This design comes from an exercise in tuning for small area, a short achievable clock period and few clock cycles per item on the open sky130 flow, not from production work. RTL that was checked went through simulation tests only; none was proved equivalent to the original. The RTL of runs 1 and 2 was laid out without a check of its function.

File: design/flow/config.mk
export PLATFORM = sky130hd
export DESIGN_NAME = ws_arith
export DESIGN_NICKNAME = ws_arith
export VERILOG_FILES = /design/flow/design.v
export SDC_FILE = /design/flow/constraint.sdc
export NUM_CORES = 4
export LEC_CHECK = 0
export ABC_AREA = 1
export CAP_MARGIN = 20
export CORE_MARGIN = 2
export CORE_UTILIZATION = 55
export SLEW_MARGIN = 60
File: design/flow/design.v
module ws_arith (
    input  wire        clk,
    input  wire        rst,
    input  wire        in_valid,
    output wire        in_ready,
    input  wire [1:0]  in_op,
    input  wire        in_w8,
    input  wire [31:0] in_a,
    input  wire [31:0] in_b,
    output wire        out_valid,
    input  wire        out_ready,
    output wire [31:0] out_data
);
    localparam OP_SCALE = 2'd0;
    localparam OP_ENC   = 2'd1;
    localparam OP_DEC   = 2'd2;
    localparam [31:0] QNAN   = 32'h7FC00000;
    localparam [31:0] F32767 = 32'h46FFFE00;   
    localparam [31:0] F127   = 32'h42FE0000;   
    localparam U_PRE  = 3'b000;    
    localparam U_IT   = 3'b001;    
    localparam U_IDLE = 3'b100;
    localparam U_RND  = 3'b110;    
    localparam U_CHK  = 3'b111;    
    localparam K_ZERO = 2'd0;
    localparam K_INF  = 2'd1;
    localparam K_NAN  = 2'd2;
    reg [2:0]  us;
    reg [1:0]  u_op;
    reg        u_w8;
    reg        u_sgn;
    reg        fx_nan, fx_inf, fx_zero;    
    reg        fy_nan, fy_inf, fy_zero;    
    reg        fk_zero;
    reg [24:0] R;        
    reg [23:0] D;        
    reg [24:0] Q;        
    reg signed [9:0] W;  
    reg        lead;     
    reg        spec;     
    reg [4:0]  cnt;      
    reg        neg;      
    reg        seen;     
    reg        dinv;     
    reg        aen;      
    reg        rdy;      
    reg        g1, g2, st;   
    reg        ov;
    reg [31:0] od;
    reg        oc;
    reg        qv;
    reg [31:0] oq;
    assign out_valid = qv;
    assign out_data  = oq;
    wire [31:0] lx = in_a;
    wire        l_scl = (in_op == OP_SCALE);
    wire [7:0]  lxe = lx[30:23];
    wire [7:0]  lbe = in_b[30:23];
    wire lx_nan  = (lxe == 8'hFF) && (lx[22:0] != 23'd0);
    wire ly_nan  = !l_scl && (lbe == 8'hFF) && (in_b[22:0] != 23'd0);
    wire lx_inf  = (lx[30:0] == 31'h7F800000);
    wire ly_inf  = !l_scl && (in_b[30:0] == 31'h7F800000);
    wire lx_zero = (lx[30:0] == 31'd0);
    wire ly_zero = !l_scl && (in_b[30:0] == 31'd0);
    wire [15:0] lk = in_w8 ? {{8{in_a[7]}}, in_a[7:0]} : in_a[15:0];
    wire lk_zero = in_w8 ? (in_a[7:0] == 8'd0) : (in_a[15:0] == 16'd0);
    wire lk_one  = in_w8 ? ((in_a[7:1] == 7'd0) || (in_a[7:0] == 8'hFF))
                         : ((in_a[15:1] == 15'd0) || (in_a[15:0] == 16'hFFFF));
    wire l_div  = !in_op[1];
    wire l_dec  = (in_op == OP_DEC);
    wire [23:0] lxm  = {(lxe != 8'd0), lx[22:0]};
    wire [23:0] lbm  = {(lbe != 8'd0), in_b[22:0]};
    wire [7:0]  lxe1 = {lxe[7:1], lxe[0] | (lxe == 8'd0)};
    wire [7:0]  lbe1 = {lbe[7:1], lbe[0] | (lbe == 8'd0)};
    wire [23:0] lym = l_scl ? (in_w8 ? 24'hFE0000 : 24'hFFFE00) : lbm;
    wire l_sgn = (l_dec ? lk[15] : lx[31]) ^ (in_b[31] && !l_scl);
    wire u_div = !u_op[1];
    wire u_enc = (u_op == OP_ENC);
    wire u_dec = (u_op == OP_DEC);
    wire sp_nan = u_dec ? (fy_nan || (fy_inf && fk_zero))
                        : (fx_nan || fy_nan || (fx_inf && fy_inf) || (fx_zero && fy_zero));
    wire sp_inf = u_dec ? fy_inf : (fx_inf || fy_zero);
    wire sp_any = (u_op == 2'd3) ||
                  (u_dec ? (fy_nan || fy_inf || fk_zero || fy_zero)
                         : (fx_nan || fy_nan || fx_inf || fy_inf || fx_zero || fy_zero));
    wire [23:0] addend = D & {24{aen}};
    wire [25:0] sum    = {1'b0, R} + {1'b0, dinv, addend} + {25'd0, dinv};
    wire        qb     = sum[25];                        
    wire [24:0] rsel   = (u_div && !qb) ? R : sum[24:0];
    wire [24:0] r_div  = {rsel[23:0], 1'b0};
    wire [24:0] r_mul  = {1'b0, sum[24:1]};
    wire [9:0]  w_dn   = W - 10'sd1;
    wire [9:0]  w_up   = W + 10'sd1;
    wire signed [9:0] Wt = u_enc ? (W - $signed({2'b00, Q[24:17]}) + 10'sd127) :
                           (u_op == OP_SCALE) ? (W - (u_w8 ? 10'sd6 : 10'sd14)) : W;
    wire w_ge143 = (Wt >= 10'sd143);
    wire w_ge127 = (Wt >= 10'sd127);
    wire w_eq126 = (Wt == 10'sd126);
    wire w_le124 = (Wt <= 10'sd124);
    reg  e_fin, e_inc, e_sat, e_chk;
    always @* begin
        e_fin = 1'b0; e_inc = 1'b0; e_sat = 1'b0; e_chk = 1'b0;
        if (w_ge143) begin
            if (qb) begin e_fin = 1'b1; e_sat = 1'b1; end
        end else if (w_ge127) begin
        end else if (w_eq126) begin
            if (qb) begin e_fin = 1'b1; e_inc = 1'b1; end
        end else if (!lead) begin
            if (w_le124 || !qb) e_fin = 1'b1;            
        end else if (spec) begin
            if (cnt == 5'd2) begin
                if (qb) begin e_fin = 1'b1; e_inc = 1'b1; end
            end else if (cnt == 5'd1) begin
                if (qb) e_chk = 1'b1; else e_fin = 1'b1;
            end else begin
                if (!qb) e_fin = 1'b1;
            end
        end else begin
            if (!qb) e_fin = 1'b1;
            else if (cnt == 5'd1) begin e_fin = 1'b1; e_inc = 1'b1; end
        end
    end
    wire s_done = Q[23] || (Wt == -10'sd23);
    wire k_done = neg ? ((&Q[15:1]) && (seen || Q[0])) : !(|Q[15:1]);
    wire m_fin  = k_done && !W[9];       
    wire k_done_nx = neg ? ((&Q[15:2]) && (seen || Q[0] || Q[1])) : !(|Q[15:2]);
    wire lk_done   = lk[15] ? ((&lk[15:1]) && lk[0]) : !(|lk[15:1]);
    wire it_fin = u_enc ? e_fin : (u_op == OP_DEC) ? m_fin : 1'b0;
    wire [23:0] acc = r_mul[23:0];
    wire        g1n = sum[0];
    wire        stn = st | g2;
    reg  signed [9:0] f_e;
    reg  [22:0] f_m;
    reg         f_g, f_s;
    always @* begin
        if (us == U_RND) begin
            f_e = Q[24] ? (Wt + 10'sd25) : 10'sd0;
            f_m = Q[23:1];
            f_g = Q[0];
            f_s = |R;
        end else if (acc[23]) begin
            f_e = w_up;
            f_m = acc[22:0];
            f_g = g1n;
            f_s = g1 | stn;
        end else if (W >= 10'sd1) begin
            f_e = W;
            f_m = {acc[21:0], g1n};
            f_g = g1;
            f_s = stn;
        end else begin
            f_e = 10'sd0;
            f_m = acc[22:0];
            f_g = g1n;
            f_s = g1 | stn;
        end
    end
    wire        f_ovf = !f_e[9] && (f_e[8] || (&f_e[7:0]));
    wire [31:0] f_x   = f_ovf ? {u_sgn, 31'h7F800000} : {u_sgn, f_e[7:0], f_m};
    wire        f_c   = !f_ovf && f_g && (f_s || f_m[0]);
    wire        c_inc = (us == U_CHK) ? (|R) : e_inc;
    wire        c_sat = sp_any ? 1'b1 : e_sat;
    wire        c_big = c_sat || (u_w8 ? ((|Q[15:7]) || (c_inc && (&Q[6:0])))
                                       : (Q[15] || (c_inc && (&Q[14:0]))));
    wire [15:0] c_q   = c_big ? (u_w8 ? 16'd127 : 16'd32767) : Q[15:0];
    wire        c_i   = !c_big && c_inc;
    wire [31:0] c_x   = u_sgn ? {16'hFFFF, ~c_q} : {16'h0000, c_q};
    wire        c_c   = c_i ^ u_sgn;
    reg [31:0] res_x;
    reg        res_c;
    always @* begin
        res_c = 1'b0;
        if (sp_any) begin
            if (u_op == 2'd3)
                res_x = 32'd0;
            else if (sp_nan)
                res_x = u_enc ? 32'd0 : QNAN;
            else if (sp_inf) begin
                res_x = u_enc ? c_x : {u_sgn, 31'h7F800000};
                res_c = u_enc & c_c;
            end else
                res_x = {u_sgn & !u_op[0], 31'd0};    
        end else if (u_enc || us == U_CHK) begin
            res_x = c_x;
            res_c = c_c;
        end else begin
            res_x = f_x;
            res_c = f_c;
        end
    end
    wire xfer  = ov && (!qv || out_ready);
    wire oq_en = !qv || out_ready;
    wire stall = ov && qv;
    wire fin   = ((us == U_IT) && (it_fin || sp_any)) || ((us == U_PRE) && sp_any) ||
                 (us == U_RND) || (us == U_CHK);
    wire done  = fin && !stall;
    reg    irdy;
    reg    spc;
    assign in_ready = irdy;
    wire   accept   = in_valid && in_ready;
    wire   sload    = done && !in_ready && in_valid;
    wire   load     = (accept && !spc) || sload;       
    wire   dp_load  = (in_ready && !spc) || done;      
    wire ov_n = !rst && (done || (ov && !xfer));
    wire qv_n = !rst && (xfer || (qv && !out_ready));
    reg  rdy_n;
    always @* begin
        rdy_n = rdy;
        if (rst)
            rdy_n = 1'b1;
        else if (load)
            rdy_n = (in_op == 2'd3) || ((in_op == OP_ENC) && lx_zero) ||
                    (l_dec && (lk_zero || (lbm[23] && lk_one)));
        else if (done)
            rdy_n = 1'b1;
        else if (!stall) begin
            case (us)
                U_PRE:   rdy_n = (u_op == OP_DEC) && (D[22] ^ dinv) && k_done && !w_dn[9];
                U_IT:    rdy_n = (u_op == OP_DEC) ? (k_done_nx && !w_up[9])
                                                  : u_enc ? e_chk : s_done;
                default: ;
            endcase
        end
    end
    always @(posedge clk) begin
        ov   <= ov_n;
        qv   <= qv_n;
        rdy  <= rdy_n;
        spc  <= !rst && sload;
        irdy <= !rst && (sload || (rdy_n && !(ov_n && qv_n)));
        if (done) begin
            od <= res_x;
            oc <= res_c;
        end
        if (oq_en)
            oq <= od + {31'd0, oc};
    end
    always @(posedge clk) begin
        if (rst)
            us <= U_IDLE;
        else if (load)
            us <= !lym[23] ? U_PRE : U_IT;
        else if (done)
            us <= U_IDLE;
        else if (!stall) begin
            if (us == U_PRE && (D[22] ^ dinv))
                us <= U_IT;
            if (us == U_IT && u_enc && e_chk)
                us <= U_CHK;
            if (us == U_IT && u_op == OP_SCALE && s_done)
                us <= U_RND;
        end
    end
    always @(posedge clk) begin
        if (dp_load) begin
            u_op   <= in_op;
            u_w8   <= in_w8;
            u_sgn  <= l_sgn;
            fx_nan  <= lx_nan;
            fx_inf  <= lx_inf;
            fx_zero <= lx_zero;
            fy_nan  <= ly_nan;
            fy_inf  <= ly_inf;
            fy_zero <= ly_zero;
            fk_zero <= lk_zero;
            R      <= l_div ? {1'b0, lxm} : 25'd0;
            D      <= lym ^ {24{l_div}};
            dinv   <= l_div;
            aen    <= l_div | lk[0];
            Q      <= l_dec ? {9'd0, lk} : (in_op == OP_ENC) ? {lbe1, 17'd0} : 25'd0;
            W      <= {2'b00, l_dec ? lbe1 : lxe1};
            lead   <= 1'b0;
            spec   <= 1'b0;
            neg    <= lk[15];
            seen   <= 1'b0;
            g1     <= 1'b0;
            g2     <= 1'b0;
            st     <= 1'b0;
        end else if (!stall) begin
            case (us)
                U_PRE: begin
                    D <= {D[22:0], dinv};
                    W <= u_div ? w_up : w_dn;
                end
                U_IT: begin
                    if (u_div) begin
                        R <= r_div;
                        W <= w_dn;
                        if (!u_enc)
                            Q <= {Q[23:0], qb};
                        else if (w_ge127)
                            Q[15:0] <= {Q[14:0], qb};
                        if (u_enc) begin
                            lead <= lead | qb;
                            cnt  <= (!lead && qb) ? 5'd24 : cnt - 5'd1;
                            if (!lead && qb && (Wt == 10'sd125)) spec <= 1'b1;
                        end
                    end else begin
                        R    <= r_mul;
                        W    <= w_up;
                        Q    <= {Q[24:16], Q[15], Q[15:1]};
                        seen <= seen | Q[0];
                        aen  <= Q[1] ^ (neg & (seen | Q[0]));
                        g1   <= g1n;
                        g2   <= g1;
                        st   <= stn;
                    end
                end
                default: ;
            endcase
        end
    end
endmodule
File: design/flow/run.sh
#!/bin/bash
# synth_recipe.tcl (not shown) runs the flow's synth.tcl, then flattens the netlist and writes it again
# the make line also repeats each setting of config.mk as NAME=value (left out here)
make -C /OpenROAD-flow-scripts/flow DESIGN_CONFIG=/design/flow/config.mk WORK_HOME=/design/flow/orfs CLKGATE_MAP_FILE= SYNTH_SCRIPT=/design/flow/synth_recipe.tcl finish
File: design/flow/constraint.sdc
create_clock -name core_clock -period 17.0 [get_ports {clk}]
set_input_delay 3.4000 -clock core_clock [delete_from_list [all_inputs] [get_ports {clk}]]
set_output_delay 3.4000 -clock core_clock [all_outputs]
set_load 0.01 [all_outputs]
==> results.sh, run 1 <==
export IMPL_status="finished clean"
export IMPL_vias_per_cell=5.85
export IMPL_hp_class="reg -> reg"
export IMPL_muxShareOfSynthArea_pct=0.139
export IMPL_synth_compound_area_share_pct=14.4
export IMPL_arrival_ns=6.17
export IMPL_die_h_um=166
export IMPL_synthArstFlopShare_pct=0
export IMPL_utilization_pct=63.2
export IMPL_vias=13900
export IMPL_wire_per_inst_um=18.3
export IMPL_hold_slack_ns=0.496
export IMPL_std_cell_rows=59
export IMPL_grt_pass1_vias=13000
export IMPL_final_common_cell="nand2_1"
export IMPL_drive_above_1_share_pct=6.75
export IMPL_slowest_delay_ns=0.51
export IMPL_fin_skew_ns=0.0175
export IMPL_yosysWarningCount=1
export IMPL_path_max_fanout=3
export IMPL_syn_area_per_cell_um2=7.38
export IMPL_hpwl_mm=33.6
export IMPL_cts_max_level=4
export IMPL_port_buffers=104
export IMPL_hold_violations=0
export IMPL_first_iter_violations=1654
export IMPL_crit_path_top_delay_cell="o21ai_0"
export IMPL_setup_viol_count_final=0
export IMPL_ant_nets=0
export IMPL_min_period_ns=5.80
export IMPL_nets=2162
export IMPL_clkLatencyLatePin_ns=0.44
export IMPL_tns_ns=0
export IMPL_finalMaxSlewViolations=0
export IMPL_cts_resized=0
export IMPL_synthAdderAreaFrac_pct=5.44
export IMPL_drc=0
export IMPL_die_area_mm2=0.0276
export IMPL_cts_buffer_depth=2
export IMPL_rsz0062_at_grt="no"
export IMPL_initial_core_util_pct=55.7
export IMPL_synth_xor_area_share_pct=4.55
export IMPL_worst_pin_slew_ns=0.630
export IMPL_cts_sinks=182
export IMPL_synth_cells=1957
export IMPL_crit_family="simple AND/OR/NAND/NOR gates"
export IMPL_drt_wl_total_mm=43.4
export IMPL_cts_hold_buffers_added=0
export IMPL_path_buf_inv=4
export IMPL_grt_ovfl_total=0
export IMPL_final_cell_mix="488 x nand2_1, 244 x inv_1, 168 x nand3_1, 166 x edfxtp_1, 141 x nor2_1"
export IMPL_maxSlewHeadroom_pct=57.6
export IMPL_antenna_found_initial=0
export IMPL_io_pins=105
export IMPL_ys_types=61
export IMPL_crit_path_end_kind="flip-flop"
export IMPL_worstSetupStartpointType="primary input"
export IMPL_core_mm2=0.0259
export IMPL_required_ns=17.38
export IMPL_path_class="in -> reg"
export IMPL_grt_pass1_wl_mm=69.5
export IMPL_synth_simple_area_share_pct=29.4
export IMPL_area_growth_pct=13.5
export IMPL_syn_area_mm2=0.0144
export IMPL_finalCritPeriodShare_pct=34.1
export IMPL_max_freq_ghz=0.173
export IMPL_ys_ff_latch=182
export IMPL_cts_root_buf="clkbuf_16"
export IMPL_drt_pass1_iterations=7
export IMPL_post_cts_setup_buffer_count=0
export IMPL_cap_violations=0
export IMPL_synth_top_family_by_area="simple AND/OR/NAND/NOR gates"
export IMPL_antenna_cells=0
export IMPL_path_clk_slew_ns=0.07
export IMPL_crit_path_cell_trace="clkdlybuf4s50_1, inv_1, nand4_1, nor4_1, inv_1, nor2_1, inv_1, nor2_1, nand3_1, nor2_1, o21ai_0, o21ai_0, nand3_1, nand2_1"
export IMPL_cts_tree="yes"
export IMPL_synth_edf_count=166
export IMPL_fillers=2389
export IMPL_synthFlopType="edfxtp_1"
export IMPL_grt_max_degree=93
export IMPL_synth_nets=2089
export IMPL_fp_dieW_um=166
export IMPL_cts_made_buffers=17
export IMPL_ys_seq_area_share_pct=36.7
export IMPL_track_usage_pct=31.3
export IMPL_gp_congestion=1.03
[logic make-up after synthesis]
group	Yosys count
DFF	182
adders and majority gates	61
and+or+nand+nor	948
buffers and inverters	335
xor gates and xnor gates	75
AOI/OAI and AO/OA	354
muxes	2
[stage by stage]
step | cells | setup WS, ns | area [um^2]
after floorplan | 1957 | 12.20 | 14400
after global placement | 2341 | 10.10 | 15700
after detailed placement | 2346 | 10.97 | 15700
after CTS | 2378 | 11.41 | 16400
after global routing | 2378 | 11.17 | 16400
final | 2378 | 11.20 | 16400
[path summary, 6_finish.rpt]
check	from	endpoint	slack (ns)	depth (start not counted)
worst max-delay path	in_a[7]	irdy	11.20	14
worst max register to register	Q[18]	R[24]	11.92	21
worst min-delay path	seen	seen	0.50	2
worst min register to register	seen	seen	0.50	2
[layer usage]
metal | routed length, um | global-route usage [%] | up-vias
met3 | 3290 | 4.03 | 70
met5 | 0 | 0 | -
li1 | - | - | 6781
met4 | 1260 | 10.0 | 0
met2 | 20200 | 51.2 | 664
met1 | 18700 | 43.4 | 6400
[flip-flops by register name, indices dropped and copies added (netlist names), 2 cells and up]
signal / cells
u_op: 2
R: 25
oq: 32
Q: 25
W: 10
us: 3
cnt: 5
od: 32
D: 24
[tightest hold or removal path, stage by stage, from the launching register on]
cell and delay, ns:
dfxtp_1 0.33, a21oi_1 0.04, nor2_1 0.09
[layout make-up]
type | count | area [um^2] | area share, %
inverter | 267 | 1010 | 6.16
tap | 335 | 419 | 2.56
multi-input combinational | 1440 | 7850 | 47.9
clock inverter | 15 | 193 | 1.18
sequential | 182 | 5310 | 32.4
timing repair buffer | 122 | 1190 | 7.25
clock buffer | 17 | 425 | 2.60
[Yosys cell counts, types with 5 or more instances]
master,number,area (um^2)
nand2_1,488,1830
inv_1,246,923
nand3_1,168,841
edfxtp_1,166,4980
nor2_1,143,537
o21ai_0,128,641
a21oi_1,100,500
ha_1,58,726
xor2_1,55,482
nand4_1,47,294
clkbuf_1,35,131
o211ai_1,32,240
a31oi_1,23,144
nor3_1,23,115
nor4_1,20,125
xnor2_1,20,175
buf_2,17,85.1
dfxtp_1,16,320
inv_2,15,56.3
o21ai_1,13,65.1
nand2_2,10,62.6
o22ai_1,10,62.6
buf_4,9,67.6
o31ai_1,9,67.6
nor2_2,8,50.1
a221oi_1,7,61.3
nand3_2,7,70.1
o21a_1,7,52.6
or2_2,7,43.8
clkinv_1,6,22.5
buf_6,5,56.3
nand2_4,5,56.3
nor3_2,5,50.1
==> inputs of run 2 (changes only) <==
--- a/design/flow/design.v
+++ b/design/flow/design.v
@@ -16,6 +16,4 @@
     localparam OP_DEC   = 2'd2;
     localparam [31:0] QNAN   = 32'h7FC00000;
-    localparam [31:0] F32767 = 32'h46FFFE00;   
-    localparam [31:0] F127   = 32'h42FE0000;   
     localparam U_PRE  = 3'b000;    
     localparam U_IT   = 3'b001;    
@@ -23,7 +21,4 @@
     localparam U_RND  = 3'b110;    
     localparam U_CHK  = 3'b111;    
-    localparam K_ZERO = 2'd0;
-    localparam K_INF  = 2'd1;
-    localparam K_NAN  = 2'd2;
     reg [2:0]  us;
     reg [1:0]  u_op;
@@ -49,4 +44,7 @@
     reg [31:0] od;
     reg        oc;
+    reg        on;           
+    reg [2:0]  oe;           
+    reg        og2, ost;     
     reg        qv;
     reg [31:0] oq;
@@ -65,6 +63,4 @@
     wire [15:0] lk = in_w8 ? {{8{in_a[7]}}, in_a[7:0]} : in_a[15:0];
     wire lk_zero = in_w8 ? (in_a[7:0] == 8'd0) : (in_a[15:0] == 16'd0);
-    wire lk_one  = in_w8 ? ((in_a[7:1] == 7'd0) || (in_a[7:0] == 8'hFF))
-                         : ((in_a[15:1] == 15'd0) || (in_a[15:0] == 16'hFFFF));
     wire l_div  = !in_op[1];
     wire l_dec  = (in_op == OP_DEC);
@@ -125,38 +121,11 @@
     wire m_fin  = k_done && !W[9];       
     wire k_done_nx = neg ? ((&Q[15:2]) && (seen || Q[0] || Q[1])) : !(|Q[15:2]);
-    wire lk_done   = lk[15] ? ((&lk[15:1]) && lk[0]) : !(|lk[15:1]);
     wire it_fin = u_enc ? e_fin : (u_op == OP_DEC) ? m_fin : 1'b0;
     wire [23:0] acc = r_mul[23:0];
     wire        g1n = sum[0];
     wire        stn = st | g2;
-    reg  signed [9:0] f_e;
-    reg  [22:0] f_m;
-    reg         f_g, f_s;
-    always @* begin
-        if (us == U_RND) begin
-            f_e = Q[24] ? (Wt + 10'sd25) : 10'sd0;
-            f_m = Q[23:1];
-            f_g = Q[0];
-            f_s = |R;
-        end else if (acc[23]) begin
-            f_e = w_up;
-            f_m = acc[22:0];
-            f_g = g1n;
-            f_s = g1 | stn;
-        end else if (W >= 10'sd1) begin
-            f_e = W;
-            f_m = {acc[21:0], g1n};
-            f_g = g1;
-            f_s = stn;
-        end else begin
-            f_e = 10'sd0;
-            f_m = acc[22:0];
-            f_g = g1n;
-            f_s = g1 | stn;
-        end
-    end
-    wire        f_ovf = !f_e[9] && (f_e[8] || (&f_e[7:0]));
-    wire [31:0] f_x   = f_ovf ? {u_sgn, 31'h7F800000} : {u_sgn, f_e[7:0], f_m};
-    wire        f_c   = !f_ovf && f_g && (f_s || f_m[0]);
+    wire [9:0]  s_e   = Q[24] ? (Wt + 10'sd25) : 10'sd1;
+    wire        rnd   = (us == U_RND);
+    wire [9:0]  n_e   = rnd ? s_e : w_up;
     wire        c_inc = (us == U_CHK) ? (|R) : e_inc;
     wire        c_sat = sp_any ? 1'b1 : e_sat;
@@ -185,8 +154,9 @@
             res_c = c_c;
         end else begin
-            res_x = f_x;
-            res_c = f_c;
+            res_x = {u_sgn, n_e[6:0], rnd ? Q[24:1] : acc};
+            res_c = rnd ? Q[0] : g1n;
         end
     end
+    wire res_n = !sp_any && !u_enc && (us != U_CHK);    
     wire xfer  = ov && (!qv || out_ready);
     wire oq_en = !qv || out_ready;
@@ -211,5 +181,5 @@
         else if (load)
             rdy_n = (in_op == 2'd3) || ((in_op == OP_ENC) && lx_zero) ||
-                    (l_dec && (lk_zero || (lbm[23] && lk_one)));
+                    (l_dec && lk_zero);
         else if (done)
             rdy_n = 1'b1;
@@ -223,4 +193,30 @@
         end
     end
+    wire signed [9:0] o_ep = {oe, od[30:24]};
+    wire [23:0] o_acc = od[23:0];
+    reg  signed [9:0] o_fe;
+    reg  [22:0] o_fm;
+    reg         o_fg, o_fs;
+    always @* begin
+        if (o_acc[23]) begin
+            o_fe = o_ep;
+            o_fm = o_acc[22:0];
+            o_fg = oc;
+            o_fs = og2 | ost;
+        end else if (o_ep >= 10'sd2) begin
+            o_fe = o_ep - 10'sd1;
+            o_fm = {o_acc[21:0], oc};
+            o_fg = og2;
+            o_fs = ost;
+        end else begin
+            o_fe = 10'sd0;
+            o_fm = o_acc[22:0];
+            o_fg = oc;
+            o_fs = og2 | ost;
+        end
+    end
+    wire        o_ovf = !o_fe[9] && (o_fe[8] || (&o_fe[7:0]));
+    wire [31:0] o_x   = !on ? od : o_ovf ? {od[31], 31'h7F800000} : {od[31], o_fe[7:0], o_fm};
+    wire        o_c   = !on ? oc : (!o_ovf && o_fg && (o_fs || o_fm[0]));
     always @(posedge clk) begin
         ov   <= ov_n;
@@ -230,9 +226,13 @@
         irdy <= !rst && (sload || (rdy_n && !(ov_n && qv_n)));
         if (done) begin
-            od <= res_x;
-            oc <= res_c;
+            od  <= res_x;
+            oc  <= res_c;
+            on  <= res_n;
+            oe  <= n_e[9:7];
+            og2 <= g1 && !rnd;
+            ost <= rnd ? (|R) : stn;
         end
         if (oq_en)
-            oq <= od + {31'd0, oc};
+            oq <= o_x + {31'd0, o_c};
     end
     always @(posedge clk) begin
==> results.sh, run 2 <==
export IMPL_status="finished clean"
export IMPL_path_max_fanout=23
export IMPL_std_cell_rows=60
export IMPL_synth_nets=2251
export IMPL_netlist_top_cells_count="614 x nand2_1, 244 x inv_1, 187 x nor2_1"
export IMPL_io_pins=105
export IMPL_drt_wl_total_mm=46.6
export IMPL_antenna_found_initial=0
export IMPL_hp_class="reg -> reg"
export IMPL_arrival_ns=5.63
export IMPL_rrSetupSlack_ns=11.88
export IMPL_use_met3_pct=3.98
export IMPL_synth_area_leaders="edfxtp_1 34%, nand2_1 15%, inv_1 6.0%, nand3_1 5.1%, ha_1 4.8%"
export IMPL_fillers=2505
export IMPL_min_period_ns=5.35
export IMPL_final_common_cell="nand2_1"
export IMPL_worst_pin_slew_ns=0.584
export IMPL_first_iter_violations=1597
export IMPL_antenna_cells=0
export IMPL_drc=0
export IMPL_wire_per_inst_um=18.3
export IMPL_max_freq_ghz=0.187
export IMPL_ys_ff_latch=188
export IMPL_vias=15000
export IMPL_grt_util_met1_pct=42.1
export IMPL_finalCritPeriodShare_pct=31.4
export IMPL_die_area_mm2=0.0290
export IMPL_core_mm2=0.0270
export IMPL_ys_seq_area_share_pct=36.1
export IMPL_cts_sinks=188
export IMPL_worstRegToRegCells=23
export IMPL_gr_max_usage_layer="met2"
export IMPL_grt_max_degree=85
export IMPL_layoutNonFillerInstCount=2541
export IMPL_maxSlewHeadroom_pct=60.7
export IMPL_cts_buffer_depth=2
export IMPL_nets=2320
export IMPL_syn_area_per_cell_um2=7.17
export IMPL_die_h_um=170
export IMPL_fp_dieW_um=170
export IMPL_r2r_start="W[1]"
export IMPL_grt_pass1_wl_mm=72.8
export IMPL_crit_path_end_kind="flip-flop"
export IMPL_rsz0062_at_grt="no"
export IMPL_gp_congestion=1.04
export IMPL_seq_area_mm2=0.00549
export IMPL_cap_violations=0
export IMPL_finalMaxSlewViolations=0
export IMPL_cts_hold_buffers_added=0
export IMPL_multi_input_area_mm2=0.00846
export IMPL_area_growth_pct=12.9
export IMPL_use_met2_pct=54.0
export IMPL_min_to="seen"
export IMPL_cts_made_buffers=17
export IMPL_fin_skew_ns=0.0219
export IMPL_drive_above_1_share_pct=6.95
export IMPL_hold_violations=0
export IMPL_final_cell_mix="611 x nand2_1, 240 x inv_1, 183 x nor2_1, 172 x edfxtp_1, 155 x nand3_1"
export IMPL_synthArstFlopShare_pct=0
export IMPL_cts_max_level=4
export IMPL_top_regs="od (32), oq (32)"
export IMPL_post_cts_setup_buffer_count=0
export IMPL_grt_pass1_vias=13900
export IMPL_synth_top_cell_by_area="edfxtp_1"
export IMPL_synthMostInstantiatedCell="nand2_1"
export IMPL_syn_area_mm2=0.0152
export IMPL_yosysTopAreaCellShare_pct=34.0
export IMPL_path_class="in -> reg"
export IMPL_track_usage_pct=32.3
export IMPL_worstSetupStartpointType="primary input"
export IMPL_synth_edf_count=172
export IMPL_cts_resized=0
export IMPL_synthFlopType="edfxtp_1"
export IMPL_holdPathStages=2
export IMPL_drt_pass1_iterations=7
export IMPL_initial_core_util_pct=56.2
export IMPL_grt_ovfl_total=0
export IMPL_required_ns=17.29
export IMPL_ant_nets=0
export IMPL_path_clk_slew_ns=0.09
export IMPL_synth_cells=2119
export IMPL_cts_root_buf="clkbuf_16"
export IMPL_hpwl_mm=36.2
export IMPL_cts_tree="yes"
export IMPL_reg2reg_to="R[1]"
export IMPL_yosysWarningCount=1
export IMPL_port_buffers=104
export IMPL_ys_types=59
export IMPL_clkLatencyLatePin_ns=0.45
export IMPL_vias_per_cell=5.92
export IMPL_min_from="seen"
export IMPL_place_inst=2510
export IMPL_tns_ns=0
export IMPL_setup_viol_count_final=0
-- run 2: cell type report --
class | instances | area share, %
inverters | 262 | 5.79
well taps | 341 | 2.49
repair buffers | 122 | 6.90
multi-input cells | 1597 | 49.3
flip-flops and latches | 188 | 32.0
clock inverters | 14 | 1.01
clock buffers | 17 | 2.48
-- run 2: how the worst max path moves through the flow --
| stage | cells past startpoint | start | end | slack, ns |
|---|---|---|---|---|
| global route | 23 | W[1] | R[1] | 11.54 |
| finish | 8 | in_op[1] | Q[11] | 11.66 |
| global placement | 8 | in_op[1] | Q[11] | 11.10 |
| detailed placement | 8 | in_op[1] | Q[11] | 11.28 |
| CTS | 8 | in_op[1] | Q[11] | 11.75 |
| floorplan | 6 | out_ready | irdy | 12.22 |
-- run 2: kinds of logic (layout without fill, tap and decap cells) --
family                   after synthesis  after routing  share of synthesized area (%)
flip-flops                           188            188                           36.1
buffers and inverters                334            415                           9.08
multiplexers                           2              2                          0.132
AO/OA/AOI/OAI                        369            369                           14.4
AND/OR/NAND/NOR                     1100           1100                           31.3
adder cells (fa/ha/maj)               61             61                           5.18
XOR/XNOR                              65             65                           3.75
-- run 2: critical path: stages --
cell	delay, ns
clkdlybuf4s50_1	0.45
buf_4	0.26
inv_2	0.24
buf_4	0.28
nor2_1	0.11
buf_4	0.28
nand2_1	0.31
o211ai_1	0.28
-- run 2: per-layer routing --
metal | part of all wire, % | vias up
met2 | 47 | 739
met5 | 0 | -
met3 | 7.4 | 134
met4 | 4.5 | 0
met1 | 41 | 6919
li1 | - | 7254
-- run 2: per-stage QoR --
stage	util, %	area [um^2]	hold slack, ns	setup WS [ns]
2_1_floorplan	-	15200	0.444	12.22
3_3_place_gp	60.5	16400	0.457	11.10
3_5_place_dp	61.1	16500	0.466	11.28
4_1_cts	63.3	17100	0.484	11.75
5_1_grt	63.4	17100	0.509	11.54
6_report	63.4	17100	0.480	11.66
==> inputs of run 3 (changes only) <==
--- a/design/flow/design.v
+++ b/design/flow/design.v
@@ -16,4 +16,6 @@
     localparam OP_DEC   = 2'd2;
     localparam [31:0] QNAN   = 32'h7FC00000;
+    localparam [31:0] F32767 = 32'h46FFFE00;   
+    localparam [31:0] F127   = 32'h42FE0000;   
     localparam U_PRE  = 3'b000;    
     localparam U_IT   = 3'b001;    
@@ -21,4 +23,7 @@
     localparam U_RND  = 3'b110;    
     localparam U_CHK  = 3'b111;    
+    localparam K_ZERO = 2'd0;
+    localparam K_INF  = 2'd1;
+    localparam K_NAN  = 2'd2;
     reg [2:0]  us;
     reg [1:0]  u_op;
@@ -63,4 +68,6 @@
     wire [15:0] lk = in_w8 ? {{8{in_a[7]}}, in_a[7:0]} : in_a[15:0];
     wire lk_zero = in_w8 ? (in_a[7:0] == 8'd0) : (in_a[15:0] == 16'd0);
+    wire lk_one  = in_w8 ? ((in_a[7:1] == 7'd0) || (in_a[7:0] == 8'hFF))
+                         : ((in_a[15:1] == 15'd0) || (in_a[15:0] == 16'hFFFF));
     wire l_div  = !in_op[1];
     wire l_dec  = (in_op == OP_DEC);
@@ -121,4 +128,5 @@
     wire m_fin  = k_done && !W[9];       
     wire k_done_nx = neg ? ((&Q[15:2]) && (seen || Q[0] || Q[1])) : !(|Q[15:2]);
+    wire lk_done   = lk[15] ? ((&lk[15:1]) && lk[0]) : !(|lk[15:1]);
     wire it_fin = u_enc ? e_fin : (u_op == OP_DEC) ? m_fin : 1'b0;
     wire [23:0] acc = r_mul[23:0];
@@ -166,10 +174,6 @@
     wire done  = fin && !stall;
     reg    irdy;
-    reg    spc;
     assign in_ready = irdy;
-    wire   accept   = in_valid && in_ready;
-    wire   sload    = done && !in_ready && in_valid;
-    wire   load     = (accept && !spc) || sload;       
-    wire   dp_load  = (in_ready && !spc) || done;      
+    wire   load     = in_valid && in_ready;
     wire ov_n = !rst && (done || (ov && !xfer));
     wire qv_n = !rst && (xfer || (qv && !out_ready));
@@ -223,6 +227,5 @@
         qv   <= qv_n;
         rdy  <= rdy_n;
-        spc  <= !rst && sload;
-        irdy <= !rst && (sload || (rdy_n && !(ov_n && qv_n)));
+        irdy <= rdy_n && !(ov_n && qv_n);
         if (done) begin
             od  <= res_x;
@@ -253,5 +256,5 @@
     end
     always @(posedge clk) begin
-        if (dp_load) begin
+        if (in_ready) begin
             u_op   <= in_op;
             u_w8   <= in_w8;
--- a/design/flow/config.mk
+++ b/design/flow/config.mk
@@ -6,5 +6,4 @@
 export NUM_CORES = 4
 export LEC_CHECK = 0
-export ABC_AREA = 1
 export CAP_MARGIN = 20
 export CORE_MARGIN = 2
==> results.sh, run 3 <==
export IMPL_required_ns=17.16
export IMPL_worst_slack_ns=11.12
export IMPL_place_ws_ns=11.20
export IMPL_tns_ns=0
export IMPL_arrival_ns=6.05
export IMPL_maxSlewHeadroom_pct=60.1
export IMPL_drt_pass1_iterations=7
export IMPL_die_area_mm2=0.0278
export IMPL_hpwl_mm=33.1
export IMPL_top_regs="od (32), oq (32)"
export IMPL_utilization_pct=63.5
export IMPL_finalCritPeriodShare_pct=34.6
export IMPL_core_mm2=0.0260
export IMPL_yosysWarningCount=1
export IMPL_first_iter_violations=1502
export IMPL_cts_sinks=187
export IMPL_antenna_cells=0
export IMPL_gp_congestion=0.928
export IMPL_cts_max_level=4
export IMPL_cts_hold_buffers_added=0
export IMPL_synth_top_cell_by_area="edfxtp_1"
export IMPL_crit_path_end_kind="flip-flop"
export IMPL_initial_core_util_pct=56.0
export IMPL_synth_edf_count=172
export IMPL_status="finished clean"
export IMPL_ys_ff_latch=187
export IMPL_fp_dieW_um=167
export IMPL_post_cts_setup_buffer_count=0
export IMPL_min_period_ns=5.88
export IMPL_path_clk_slew_ns=0.07
export IMPL_synth_nets=1816
export IMPL_clkLatencyLatePin_ns=0.45
export IMPL_vias_per_cell=6.45
export IMPL_io_pins=105
export IMPL_finalMaxSlewViolations=0
export IMPL_synthMostInstantiatedCell="nand2_1"
export IMPL_final_cell_mix="191 x nand2_1, 172 x edfxtp_1, 153 x a21oi_1, 132 x nor2_1, 130 x o21ai_0"
export IMPL_nets=1866
export IMPL_die_h_um=167
export IMPL_area_growth_pct=13.4
export IMPL_syn_area_mm2=0.0145
export IMPL_fin_skew_ns=0.0164
export IMPL_cts_root_buf="clkbuf_16"
export IMPL_ys_types=88
export IMPL_cts_made_buffers=17
export IMPL_synthFlopType="edfxtp_1"
export IMPL_drc=0
export IMPL_ant_nets=0
export IMPL_port_buffers=104
export IMPL_cts_resized=0
export IMPL_syn_area_per_cell_um2=8.64
export IMPL_worst_pin_slew_ns=0.594
export IMPL_setup_viol_count_final=0
export IMPL_cts_tree="yes"
export IMPL_hp_class="reg -> reg"
export IMPL_track_usage_pct=30.6
export IMPL_grt_ovfl_total=0
export IMPL_synth_cells=1684
export IMPL_max_freq_ghz=0.170
export IMPL_grt_max_degree=89
export IMPL_drive_above_1_share_pct=6.87
export IMPL_drt_wl_total_mm=43.4
export IMPL_cts_buffer_depth=2
export IMPL_final_common_cell="nand2_1"
export IMPL_netlist_top_cells_count="192 x nand2_1, 172 x edfxtp_1, 153 x a21oi_1"
export IMPL_path_class="reg -> reg"
export IMPL_grt_pass1_vias=12400
export IMPL_cap_violations=0
export IMPL_wire_per_inst_um=20.8
export IMPL_worstSetupStartpointType="flip-flop"
export IMPL_path_max_fanout=26
export IMPL_grt_pass1_wl_mm=67.9
export IMPL_hold_slack_ns=0.469
export IMPL_hold_violations=0
export IMPL_yosysTopAreaCellShare_pct=35.5
export IMPL_rsz0062_at_grt="no"
export IMPL_antenna_found_initial=0
export IMPL_std_cell_rows=59
export IMPL_ys_seq_area_share_pct=37.6
export IMPL_synth_area_leaders="edfxtp_1 36%, a21oi_1 5.3%, ha_1 5.0%, nand2_1 5.0%, o21ai_0 4.7%"
export IMPL_synthArstFlopShare_pct=0
export IMPL_vias=13400
[run 3: cell count changes after synthesis, sizes merged, moves of 17 or more]
cell	delta
a21oi	+57
and2	+37
nand3	-106
nand2	-435
o211ai	-17
nor2	-75
xnor2	+42
inv	-206
mux2i	+41
nor4	+17
a21o	+20
clkbuf	+33
nor3	+30
[run 3: final cells by class]
type | instances | area [um^2]
Fill cell | 2268 | 9480
Multi-Input combinational cell | 1347 | 8610
Sequential cell | 187 | 5470
Timing Repair Buffer | 128 | 1250
Clock buffer | 17 | 425
Tap cell | 335 | 419
Inverter | 53 | 203
Clock inverter | 15 | 126
[run 3: through the flow]
| step | std cells | area (um^2) |
|---|---|---|
| after CTS | 2080 | 16400 |
| after detailed placement | 2048 | 15900 |
| after floorplan | 1684 | 14500 |
| after global routing | 2082 | 16500 |
| final | 2082 | 16500 |
| after global placement | 2041 | 15700 |
[run 3: final timing paths]
| path | to | slack (ns) | startpoint | cells after the start |
|---|---|---|---|---|
| worst min register to register | st | 0.47 | st | 2 |
| worst max-delay path | od[2] | 11.12 | aen | 19 |
| worst max register to register | od[2] | 11.12 | aen | 19 |
| worst min-delay path | st | 0.47 | st | 2 |
[run 3: critical path: stages, from the launching register on]
cell	delay, ns
edfxtp_1	0.36
buf_4	0.20
buf_4	0.18
and2_1	0.16
ha_1	0.35
a21o_1	0.20
a31oi_1	0.25
a211o_1	0.22
and2_1	0.26
a21oi_1	0.19
a31oi_2	0.25
clkinv_2	0.42
ha_1	0.38
and3_1	0.18
a311oi_1	0.41
a221oi_4	0.17
a221oi_2	0.50
a21oi_4	0.20
o21a_1	0.20
or4_1	0.53
[run 3: metal layers]
layer,part of all wire (%),track usage (%),up-vias
li1,-,-,6385
met1,45,42.8,6357
met2,45,49.2,590
met3,6.5,3.56,107
met4,3.7,11.4,0
met5,0,0,-
[run 3: cell families after synthesis]
group | Yosys count | synth area share, %
DFF | 187 | 37.6
muxes | 55 | 3.89
buffers and inverters | 150 | 4.03
AOI/OAI and AO/OA | 514 | 22.4
xor gates and xnor gates | 92 | 5.54
and+or+nand+nor | 624 | 21.1
adders and majority gates | 62 | 5.47
Testbench counts of run 3, summed over its fixed seeds: cycles 21,243, items 3,936.
==> inputs of run 4 (changes only) <==
--- a/design/flow/config.mk
+++ b/design/flow/config.mk
@@ -6,6 +6,7 @@
 export NUM_CORES = 4
 export LEC_CHECK = 0
+export ABC_AREA = 1
 export CAP_MARGIN = 20
 export CORE_MARGIN = 2
 export CORE_UTILIZATION = 55
-export SLEW_MARGIN = 60
+export SLEW_MARGIN = 50
==> results.sh, run 4 <==
export IMPL_grt_ovfl_total=0
export IMPL_grt_max_degree=58
export IMPL_layoutNonFillerInstCount=2441
export IMPL_nets=2219
export IMPL_drt_wl_total_mm=43.7
export IMPL_ant_nets=0
export IMPL_io_pins=105
export IMPL_final_cell_mix="506 x nand2_1, 273 x inv_1, 172 x edfxtp_1, 162 x nor2_1, 139 x o21ai_0"
export IMPL_multi_input_area_mm2=0.00809
export IMPL_synth_cells=2014
export IMPL_max_freq_ghz=0.164
export IMPL_path_max_fanout=18
export IMPL_antenna_found_initial=0
export IMPL_vias=14200
export IMPL_std_cell_rows=60
export IMPL_synth_area_leaders="edfxtp_1 35%, nand2_1 13%, inv_1 6.9%, ha_1 4.9%, o21ai_0 4.7%"
export IMPL_drc=0
export IMPL_die_area_mm2=0.0284
export IMPL_cts_resized=0
export IMPL_finalCritPeriodShare_pct=35.8
export IMPL_setup_viol_count_final=0
export IMPL_initial_core_util_pct=55.6
export IMPL_arrival_ns=6.35
export IMPL_port_buffers=104
export IMPL_fin_skew_ns=0.0248
export IMPL_area_growth_pct=12.8
export IMPL_synthArstFlopShare_pct=0
export IMPL_seq_area_mm2=0.00547
export IMPL_synth_edf_count=172
export IMPL_die_h_um=169
export IMPL_hold_violations=0
export IMPL_maxSlewHeadroom_pct=53.8
export IMPL_hpwl_mm=34.1
export IMPL_grt_pass1_vias=13300
export IMPL_first_iter_violations=1197
export IMPL_antenna_cells=0
export IMPL_crit_path_end_kind="flip-flop"
export IMPL_place_inst=2409
export IMPL_syn_area_mm2=0.0149
export IMPL_min_period_ns=6.09
export IMPL_fillers=2494
export IMPL_worstSetupStartpointType="primary input"
export IMPL_drt_pass1_iterations=5
export IMPL_fp_dieW_um=169
export IMPL_post_cts_setup_buffer_count=0
export IMPL_finalMaxSlewViolations=0
export IMPL_dpl_cell_area_mm2=0.0162
export IMPL_path_clk_slew_ns=0.08
export IMPL_holdPathStages=2
export IMPL_cts_sinks=187
export IMPL_required_ns=17.26
export IMPL_yosysWarningCount=1
export IMPL_synth_top_cell_by_area="edfxtp_1"
export IMPL_cts_root_buf="clkbuf_16"
export IMPL_hold_slack_ns=0.472
export IMPL_path_class="in -> reg"
export IMPL_cts_tree="yes"
export IMPL_final_common_cell="nand2_1"
export IMPL_rsz0062_at_grt="no"
export IMPL_ys_ff_latch=187
export IMPL_synth_nets=2146
export IMPL_cts_made_buffers=17
export IMPL_cts_hold_buffers_added=0
export IMPL_track_usage_pct=30.8
export IMPL_ys_seq_area_share_pct=36.6
export IMPL_yosysTopAreaCellShare_pct=34.6
export IMPL_synthFlopType="edfxtp_1"
export IMPL_synthMostInstantiatedCell="nand2_1"
export IMPL_worstRegToRegCells=29
export IMPL_core_mm2=0.0268
export IMPL_status="finished clean"
export IMPL_ys_types=68
export IMPL_clkLatencyLatePin_ns=0.45
export IMPL_cts_max_level=4
export IMPL_cts_buffer_depth=2
export IMPL_gp_congestion=0.941
export IMPL_hp_class="reg -> reg"
export IMPL_vias_per_cell=5.83
export IMPL_tns_ns=0
export IMPL_wire_per_inst_um=17.9
export IMPL_netlist_top_cells_count="507 x nand2_1, 274 x inv_1, 172 x edfxtp_1"
export IMPL_grt_pass1_wl_mm=69.6
export IMPL_drive_above_1_share_pct=6.81
export IMPL_top_regs="od (32), oq (32)"
export IMPL_worst_pin_slew_ns=0.688
export IMPL_syn_area_per_cell_um2=7.40
export IMPL_final_area_mm2=0.0168
export IMPL_cap_violations=0
[run 4: cell types whose count changed in the layout (fill, tap and decap cells not counted), sizes merged, moves of 23 or more]
| cell | before | now |
|---|---|---|
| a21oi | 154 | 106 |
| and2 | 38 | 2 |
| inv | 58 | 291 |
| mux2i | 43 | 4 |
| nand2 | 193 | 533 |
| nand3 | 54 | 128 |
| nor2 | 136 | 178 |
| nor3 | 49 | 26 |
| o22ai | 20 | 44 |
| xnor2 | 56 | 22 |
[run 4: worst paths after layout]
| kind | start | endpoint | slack, ns |
|---|---|---|---|
| min | st | st | 0.47 |
| max | in_op[1] | Q[11] | 10.91 |
| max reg2reg | aen | od[11] | 12.54 |
| min reg2reg | st | st | 0.47 |
[run 4: per-layer routing]
metal | part of all wire [%] | global-route usage [%]
met1 | 43 | 40.8
met2 | 47 | 51.9
met3 | 6.8 | 3.93
met4 | 3.5 | 11.5
met5 | 0 | 0
[run 4: cells by family after synthesis]
kind of cell    after synthesis  share of synthesized area, %
mux                           5                         0.344
fa+ha+maj                    61                          5.27
buf+inv                     353                          9.32
xor+xnor                     72                          4.28
compound gates              385                          15.6
simple gates                951                          28.5
flops                       187                          36.6
[run 4: layout make-up]
cell class | instances | area share, %
multi-input cells | 1474 | 48.1
inverters | 289 | 6.48
repair buffers | 118 | 6.84
flip-flops and latches | 187 | 32.5
well taps | 341 | 2.54
clock buffers | 18 | 2.55
clock inverters | 14 | 1.03
[run 4: critical path: stages]
cell and delay, ns:
clkdlybuf4s50_1 0.84, inv_1 0.43, nor2_1 0.55, inv_1 0.39, nor2_2 0.54, nand2_1 0.10, o221ai_1 0.09
[run 4: per-stage QoR]
stage / util, % / setup slack, ns
CTS: 62.8 / 10.98
global route: 62.8 / 10.65
finish: 62.8 / 10.91
floorplan: - / 12.07
detailed placement: 60.5 / 10.52
global placement: 60.4 / 10.35
==> inputs of run 5 (changes only) <==
--- a/design/flow/config.mk
+++ b/design/flow/config.mk
@@ -10,3 +10,3 @@
 export CORE_MARGIN = 2
 export CORE_UTILIZATION = 55
-export SLEW_MARGIN = 50
+export SLEW_MARGIN = 60
==> results.sh, run 5 <==
export IMPL_vias=14200
export IMPL_fillers=2474
export IMPL_track_usage_pct=31.0
export IMPL_min_to="st"
export IMPL_synth_edf_count=172
export IMPL_nets=2221
export IMPL_rrSetupSlack_ns=12.67
export IMPL_ys_types=68
export IMPL_use_met2_pct=52.6
export IMPL_tns_ns=0
export IMPL_arrival_ns=5.46
export IMPL_area_growth_pct=13.2
export IMPL_first_iter_violations=1276
export IMPL_top_regs="od (32), oq (32)"
export IMPL_cts_max_level=4
export IMPL_grt_max_degree=58
export IMPL_die_h_um=169
export IMPL_crit_path_end_kind="flip-flop"
export IMPL_grt_util_met1_pct=40.9
export IMPL_cts_tree="yes"
export IMPL_synth_area_leaders="edfxtp_1 35%, nand2_1 13%, inv_1 6.9%, ha_1 4.9%, o21ai_0 4.7%"
export IMPL_gp_congestion=0.941
export IMPL_final_common_cell="nand2_1"
export IMPL_syn_area_mm2=0.0149
export IMPL_fin_skew_ns=0.0273
export IMPL_hp_class="reg -> reg"
export IMPL_utilization_pct=63.0
export IMPL_drive_above_1_share_pct=7.33
export IMPL_use_met3_pct=3.69
export IMPL_seq_area_mm2=0.00547
export IMPL_worstSetupStartpointType="primary input"
export IMPL_cts_made_buffers=17
export IMPL_vias_per_cell=5.81
export IMPL_clkLatencyLatePin_ns=0.45
export IMPL_hold_violations=0
export IMPL_antenna_cells=0
export IMPL_path_clk_slew_ns=0.08
export IMPL_worstRegToRegCells=28
export IMPL_cts_root_buf="clkbuf_16"
export IMPL_reg2reg_to="od[11]"
export IMPL_final_cell_mix="506 x nand2_1, 271 x inv_1, 172 x edfxtp_1, 160 x nor2_1, 138 x o21ai_0"
export IMPL_port_buffers=104
export IMPL_multi_input_area_mm2=0.00812
export IMPL_wire_per_inst_um=17.9
export IMPL_worst_pin_slew_ns=0.578
export IMPL_initial_core_util_pct=55.6
export IMPL_min_from="st"
export IMPL_antenna_found_initial=0
export IMPL_synthMostInstantiatedCell="nand2_1"
export IMPL_std_cell_rows=60
export IMPL_finalCritPeriodShare_pct=30.0
export IMPL_grt_pass1_vias=13400
export IMPL_ant_nets=0
export IMPL_synth_top_cell_by_area="edfxtp_1"
export IMPL_synth_cells=2014
export IMPL_path_max_fanout=3
export IMPL_setup_viol_count_final=0
export IMPL_ys_ff_latch=187
export IMPL_synthArstFlopShare_pct=0
export IMPL_synth_nets=2146
export IMPL_grt_pass1_wl_mm=70.0
export IMPL_status="finished clean"
export IMPL_cts_sinks=187
export IMPL_cts_hold_buffers_added=0
export IMPL_min_period_ns=5.09
export IMPL_core_mm2=0.0268
export IMPL_gr_max_usage_layer="met2"
export IMPL_finalMaxSlewViolations=0
export IMPL_path_class="in -> reg"
export IMPL_netlist_top_cells_count="507 x nand2_1, 274 x inv_1, 172 x edfxtp_1"
export IMPL_maxSlewHeadroom_pct=61.2
export IMPL_synthFlopType="edfxtp_1"
export IMPL_yosysWarningCount=1
export IMPL_startpoint="in_a[11]"
export IMPL_drt_pass1_iterations=5
export IMPL_max_freq_ghz=0.196
export IMPL_hpwl_mm=34.1
export IMPL_required_ns=17.37
export IMPL_die_area_mm2=0.0284
export IMPL_rsz0062_at_grt="no"
export IMPL_cap_violations=0
export IMPL_grt_ovfl_total=0
export IMPL_syn_area_per_cell_um2=7.40
export IMPL_post_cts_setup_buffer_count=0
export IMPL_cts_resized=0
export IMPL_drc=0
export IMPL_io_pins=105
export IMPL_fp_dieW_um=169
export IMPL_drt_wl_total_mm=43.8
export IMPL_r2r_start="aen"
export IMPL_cts_buffer_depth=2
export IMPL_yosysTopAreaCellShare_pct=34.6
export IMPL_ys_seq_area_share_pct=36.6
export IMPL_holdPathStages=2
run 5: worst max-delay path, stage by stage:
cell and delay (ns):
clkdlybuf4s50_1 0.46, nor4_1 0.51, nand4_1 0.14, nor3_1 0.17, inv_1 0.08, nor2_1 0.11
inv_1 0.09, nor2_1 0.14, nand2_1 0.07, nand3_1 0.09, nand2_1 0.07, a21oi_1 0.12
run 5: metal layers:
layer,wire length (um),vias up
li1,-,6967
met1,18600,6573
met2,20800,587
met3,2990,73
met4,1340,0
met5,0,-
run 5: worst max-delay path by stage:
stage | end | slack, ns
finish | irdy | 11.91
global route | irdy | 11.71
CTS | Q[14] | 11.70
detailed placement | Q[7] | 11.22
global placement | Q[4] | 10.35
floorplan | Q[13] | 12.07
run 5: through the flow:
stage                     hold WS (ns)  instance area (um^2)  setup WS, ns  std cells
after global placement           0.440                 16200         10.35       2408
after global routing             0.496                 16900         11.71       2443
after detailed placement         0.451                 16300         11.22       2411
final                            0.469                 16900         11.91       2443
after floorplan                  0.431                 14900         12.07       2014
after CTS                        0.471                 16900         11.70       2443
run 5: cell type report:
class / count / share of cell area, %
Clock inverter: 15 / 1.15
Inverter: 289 / 6.48
Multi-Input combinational cell: 1474 / 48.1
Clock buffer: 17 / 2.52
Tap cell: 341 / 2.53
Sequential cell: 187 / 32.4
Timing Repair Buffer: 120 / 6.85
run 5: cells by family (layout without fill, tap and decap cells):
group           Yosys count  after routing  share of synthesized area [%]
simple gates            951            951                           28.5
compound gates          385            385                           15.6
buf+inv                 353            441                           9.32
flops                   187            187                           36.6
xor+xnor                 72             72                           4.28
fa+ha+maj                61             61                           5.27
mux                       5              5                          0.344
==> inputs of run 6 (changes only) <==
--- a/design/flow/config.mk
+++ b/design/flow/config.mk
@@ -9,4 +9,4 @@
 export CAP_MARGIN = 20
 export CORE_MARGIN = 2
-export CORE_UTILIZATION = 55
-export SLEW_MARGIN = 60
+export CORE_UTILIZATION = 60
+export SLEW_MARGIN = 65
==> results.sh, run 6 <==
export IMPL_seq_area_mm2=0.00547
export IMPL_cts_made_buffers=17
export IMPL_drt_pass1_iterations=7
export IMPL_area_growth_pct=13.6
export IMPL_final_cell_mix="503 x nand2_1, 268 x inv_1, 172 x edfxtp_1, 161 x nor2_1, 137 x o21ai_0"
export IMPL_final_common_cell="nand2_1"
export IMPL_cts_resized=0
export IMPL_worst_pin_slew_ns=0.541
export IMPL_gp_congestion=0.981
export IMPL_arrival_ns=5.44
export IMPL_drive_above_1_share_pct=8.12
export IMPL_path_clk_slew_ns=0.08
export IMPL_nets=2224
export IMPL_vias=14300
export IMPL_post_cts_setup_buffer_count=0
export IMPL_ys_ff_latch=187
export IMPL_worstSetupStartpointType="primary input"
export IMPL_cap_violations=0
export IMPL_wire_per_inst_um=17.7
export IMPL_core_mm2=0.0244
export IMPL_rsz0062_at_grt="no"
export IMPL_required_ns=17.37
export IMPL_maxSlewHeadroom_pct=63.7
export IMPL_initial_core_util_pct=61.1
export IMPL_synth_nets=2146
export IMPL_netlist_top_cells_count="507 x nand2_1, 274 x inv_1, 172 x edfxtp_1"
export IMPL_tns_ns=0
export IMPL_path_class="in -> reg"
export IMPL_drc=0
export IMPL_max_freq_ghz=0.197
export IMPL_top_regs="od (32), oq (32)"
export IMPL_finalCritPeriodShare_pct=29.8
export IMPL_drt_wl_total_mm=42.9
export IMPL_hold_violations=0
export IMPL_ys_types=68
export IMPL_synthFlopType="edfxtp_1"
export IMPL_cts_sinks=187
export IMPL_std_cell_rows=57
export IMPL_synth_top_cell_by_area="edfxtp_1"
export IMPL_min_period_ns=5.07
export IMPL_rrSetupSlack_ns=12.49
export IMPL_synthArstFlopShare_pct=0
export IMPL_io_pins=105
export IMPL_cts_tree="yes"
export IMPL_synth_area_leaders="edfxtp_1 35%, nand2_1 13%, inv_1 6.9%, ha_1 4.9%, o21ai_0 4.7%"
export IMPL_clkLatencyLatePin_ns=0.45
export IMPL_syn_area_mm2=0.0149
export IMPL_ant_nets=0
export IMPL_setup_viol_count_final=0
export IMPL_hpwl_mm=33.1
export IMPL_vias_per_cell=5.90
export IMPL_synth_cells=2014
export IMPL_antenna_found_initial=0
export IMPL_die_area_mm2=0.0261
export IMPL_fp_dieW_um=162
export IMPL_port_buffers=104
export IMPL_cts_hold_buffers_added=0
export IMPL_yosysWarningCount=1
export IMPL_grt_ovfl_total=0
export IMPL_first_iter_violations=1564
export IMPL_syn_area_per_cell_um2=7.40
export IMPL_multi_input_area_mm2=0.00819
export IMPL_grt_pass1_vias=13500
export IMPL_synth_edf_count=172
export IMPL_fin_skew_ns=0.0220
export IMPL_antenna_cells=0
export IMPL_place_ws_ns=11.38
export IMPL_grt_max_degree=60
export IMPL_fillers=2103
export IMPL_grt_pass1_wl_mm=68.6
export IMPL_path_max_fanout=3
export IMPL_ys_seq_area_share_pct=36.6
export IMPL_track_usage_pct=33.2
export IMPL_cts_buffer_depth=2
export IMPL_status="finished clean"
export IMPL_yosysTopAreaCellShare_pct=34.6
export IMPL_finalMaxSlewViolations=0
export IMPL_cts_root_buf="clkbuf_16"
export IMPL_synthMostInstantiatedCell="nand2_1"
export IMPL_worst_slack_ns=11.93
export IMPL_die_h_um=162
export IMPL_crit_path_end_kind="flip-flop"
export IMPL_cts_max_level=4
export IMPL_hp_class="reg -> reg"
-- run 6: cells by family after synthesis --
family	Yosys count	synth area share, %
xor+xnor	72	4.28
flops	187	36.6
mux	5	0.344
simple gates	951	28.5
compound gates	385	15.6
buf+inv	353	9.32
fa+ha+maj	61	5.27
-- run 6: metal layers --
layer	global-route usage [%]	wire length (um)	up-vias
li1	-	-	6972
met1	43.3	17500	6526
met2	55.1	20300	704
met3	5.23	3370	122
met4	14.2	1730	0
met5	0	0	-
-- run 6: final cells by class --
class                      instances  share of cell area, %
inverter                         289                   6.46
timing repair buffer             123                   7.03
tap                              324                   2.39
clock buffer                      18                   2.53
sequential                       187                   32.3
clock inverter                    14                  0.997
multi-input combinational       1474                   48.3
-- run 6: critical path, stage by stage --
cell and delay, ns:
clkdlybuf4s50_1 0.46, nor4_1 0.34, nand4_1 0.23, nor3_1 0.24
inv_1 0.08, nor2_1 0.10, inv_1 0.09, nor2_1 0.16
nand2_1 0.07, nand3_1 0.08, nand2_1 0.07, a21oi_1 0.12
-- run 6: through the flow --
step	std cells	hold WS, ns	utilization [%]	instance area, um^2
floorplan	2014	0.431	-	14900
global placement	2391	0.447	66.3	16200
detailed placement	2393	0.462	66.7	16300
CTS	2425	0.479	69.1	16900
global route	2429	0.523	69.5	16900
finish	2429	0.472	69.5	16900
-- run 6: worst paths after layout --
check / from / to / depth (start not counted)
hold / removal: st / st / 2
setup / recovery: in_a[3] / irdy / 12
hold reg to reg: st / st / 2
setup reg to reg: aen / od[11] / 30
==> inputs of run 7 (changes only) <==
--- a/design/flow/config.mk
+++ b/design/flow/config.mk
@@ -10,3 +10,3 @@
 export CORE_MARGIN = 2
 export CORE_UTILIZATION = 60
-export SLEW_MARGIN = 65
+export SLEW_MARGIN = 70
==> results.sh, run 7 <==
export IMPL_status="finished clean"
export IMPL_fillers=2029
export IMPL_worst_pin_slew_ns=0.534
export IMPL_die_area_mm2=0.0261
export IMPL_clkLatencyLatePin_ns=0.46
export IMPL_cts_sinks=187
export IMPL_cts_root_buf="clkbuf_16"
export IMPL_top_layer="met4"
export IMPL_std_cell_rows=57
export IMPL_post_cts_setup_buffer_count=0
export IMPL_max_freq_ghz=0.199
export IMPL_synth_cells=2014
export IMPL_fin_skew_ns=0.0246
export IMPL_cts_made_buffers=17
export IMPL_first_iter_violations=1485
export IMPL_wl_met1_mm=17.2
export IMPL_final_common_cell="nand2_1"
export IMPL_port_buffers=104
export IMPL_synth_top_cell_by_area="edfxtp_1"
export IMPL_arrival_ns=5.39
export IMPL_cts_buffer_depth=2
export IMPL_cts_max_level=4
export IMPL_cts_resized=0
export IMPL_worst_slack_ns=11.98
export IMPL_area_growth_pct=14.5
export IMPL_ys_ff_latch=187
export IMPL_synth_edf_count=172
export IMPL_drt_pass1_iterations=6
export IMPL_io_pins=105
export IMPL_ys_seq_area_share_pct=36.6
export IMPL_worstSetupStartpointType="primary input"
export IMPL_vias=14500
export IMPL_gp_congestion=0.981
export IMPL_setup_viol_count_final=0
export IMPL_core_mm2=0.0244
export IMPL_synthFlopType="edfxtp_1"
export IMPL_grt_ovfl_total=0
export IMPL_path_max_fanout=3
export IMPL_antenna_cells=0
export IMPL_die_h_um=162
export IMPL_grt_pass1_wl_mm=69.3
export IMPL_fp_dieW_um=162
export IMPL_grt_pass1_vias=13500
export IMPL_layoutNonFillerInstCount=2431
export IMPL_place_inst=2397
export IMPL_finalCritPeriodShare_pct=29.5
export IMPL_synth_nets=2146
export IMPL_cts_hold_buffers_added=0
export IMPL_nets=2226
export IMPL_final_cell_mix="501 x nand2_1, 267 x inv_1, 172 x edfxtp_1, 159 x nor2_1, 135 x o21ai_0"
export IMPL_synth_area_leaders="edfxtp_1 35%, nand2_1 13%, inv_1 6.9%, ha_1 4.9%, o21ai_0 4.7%"
export IMPL_initial_core_util_pct=61.1
export IMPL_place_ws_ns=11.56
export IMPL_hpwl_mm=33.2
export IMPL_ys_types=68
export IMPL_hold_violations=0
export IMPL_wire_per_inst_um=17.7
export IMPL_path_class="in -> reg"
export IMPL_syn_area_per_cell_um2=7.40
export IMPL_grt_max_degree=60
export IMPL_antenna_found_initial=0
export IMPL_netlist_top_cells_count="507 x nand2_1, 274 x inv_1, 172 x edfxtp_1"
export IMPL_hp_class="reg -> reg"
export IMPL_required_ns=17.37
export IMPL_utilization_pct=70.0
export IMPL_path_clk_slew_ns=0.08
export IMPL_vias_per_cell=5.98
export IMPL_dr_wl_met3_mm=3.75
export IMPL_cts_tree="yes"
[run 7: cell counts after synthesis]
No cell type changed its count.
[run 7: kinds of logic (layout without fill, tap and decap cells)]
group | count (synthesis) | after routing | share of synthesized area (%)
flops | 187 | 187 | 36.6
buf+inv | 353 | 446 | 9.32
fa+ha+maj | 61 | 61 | 5.27
compound gates | 385 | 385 | 15.6
mux | 5 | 5 | 0.344
xor+xnor | 72 | 72 | 4.28
simple gates | 951 | 951 | 28.5
[run 7: worst paths after layout]
kind	startpoint	slack [ns]	endpoint	depth (start not counted)
max	in_a[3]	11.98	irdy	10
min	st	0.46	st	2
max reg2reg	aen	12.44	od[11]	30
min reg2reg	st	0.46	st	2
[run 7: final cells by class]
type                            instances  area, um^2  share of cell area [%]
Clock buffer                           18         429                    2.51
Clock inverter                         14         169                   0.989
Inverter                              289        1100                    6.42
Multi-Input combinational cell       1474        8300                    48.6
Sequential cell                       187        5470                    32.0
Tap cell                              324         405                    2.37
Timing Repair Buffer                  125        1210                    7.09
[run 7: metal layers]
metal,global-route usage [%],up-vias
met5,0,-
met4,14.2,0
met3,4.44,136
met2,55.7,807
met1,44.1,6611
li1,-,6977
[run 7: worst max-delay path: stages]
cell and delay (ns):
clkdlybuf4s50_1 0.46, nor4_1 0.32, nand4_1 0.23, nor3_1 0.22
inv_1 0.09, o21ai_0 0.22, o21ai_0 0.16, nand3_1 0.11
nand2_1 0.07, a21oi_1 0.11
[run 7: per-stage QoR]
| step | area (um^2) |
|---|---|
| global placement | 16200 |
| global route | 17100 |
| floorplan | 14900 |
| CTS | 17000 |
| finish | 17100 |
| detailed placement | 16400 |

-- afterwards: timing with drivers on the ports --
The flow's constraints put no driver on any port. The routed layouts listed below were extracted and timed again, unchanged, in two steps.
Step 1: set_driving_cell puts a clkbuf_16 on clk and a buf_2 on each other input, an assumption about the parent block.
Step 2 times the ports against the registers' clock, not the clock port: input delays grow and output delays shrink by t, the midpoint of the rising clock arrivals with the driver on.
a / b / c = ideal ports / drivers / drivers and shift; a / b = the first two.
| run | t (ns) | setup slack, ns | latest minus earliest clock arrival (ns) |
|---|---|---|---|
| run 1 | 0.483 | 11.205 / 11.234 / 10.751 | 0.018 / 0.018 |
| run 2 | 0.495 | 11.655 / 11.684 / 11.189 | 0.021 / 0.022 |
| run 3 | 0.494 | 11.115 / 11.115 / 11.115 | 0.016 / 0.017 |
| run 4 | 0.495 | 10.907 / 10.935 / 10.439 | 0.024 / 0.025 |
| run 5 | 0.490 | 11.906 / 11.933 / 11.442 | 0.027 / 0.027 |
| run 6 | 0.496 | 11.930 / 11.961 / 11.465 | 0.023 / 0.022 |
| run 7 | 0.497 | 11.981 / 11.963 / 11.515 | 0.025 / 0.026 |
After both steps every run listed still meets setup and hold. For run 4, which loses most, drivers alone change the setup slack by +0.028 ns; drivers and shift together by -0.468 ns.
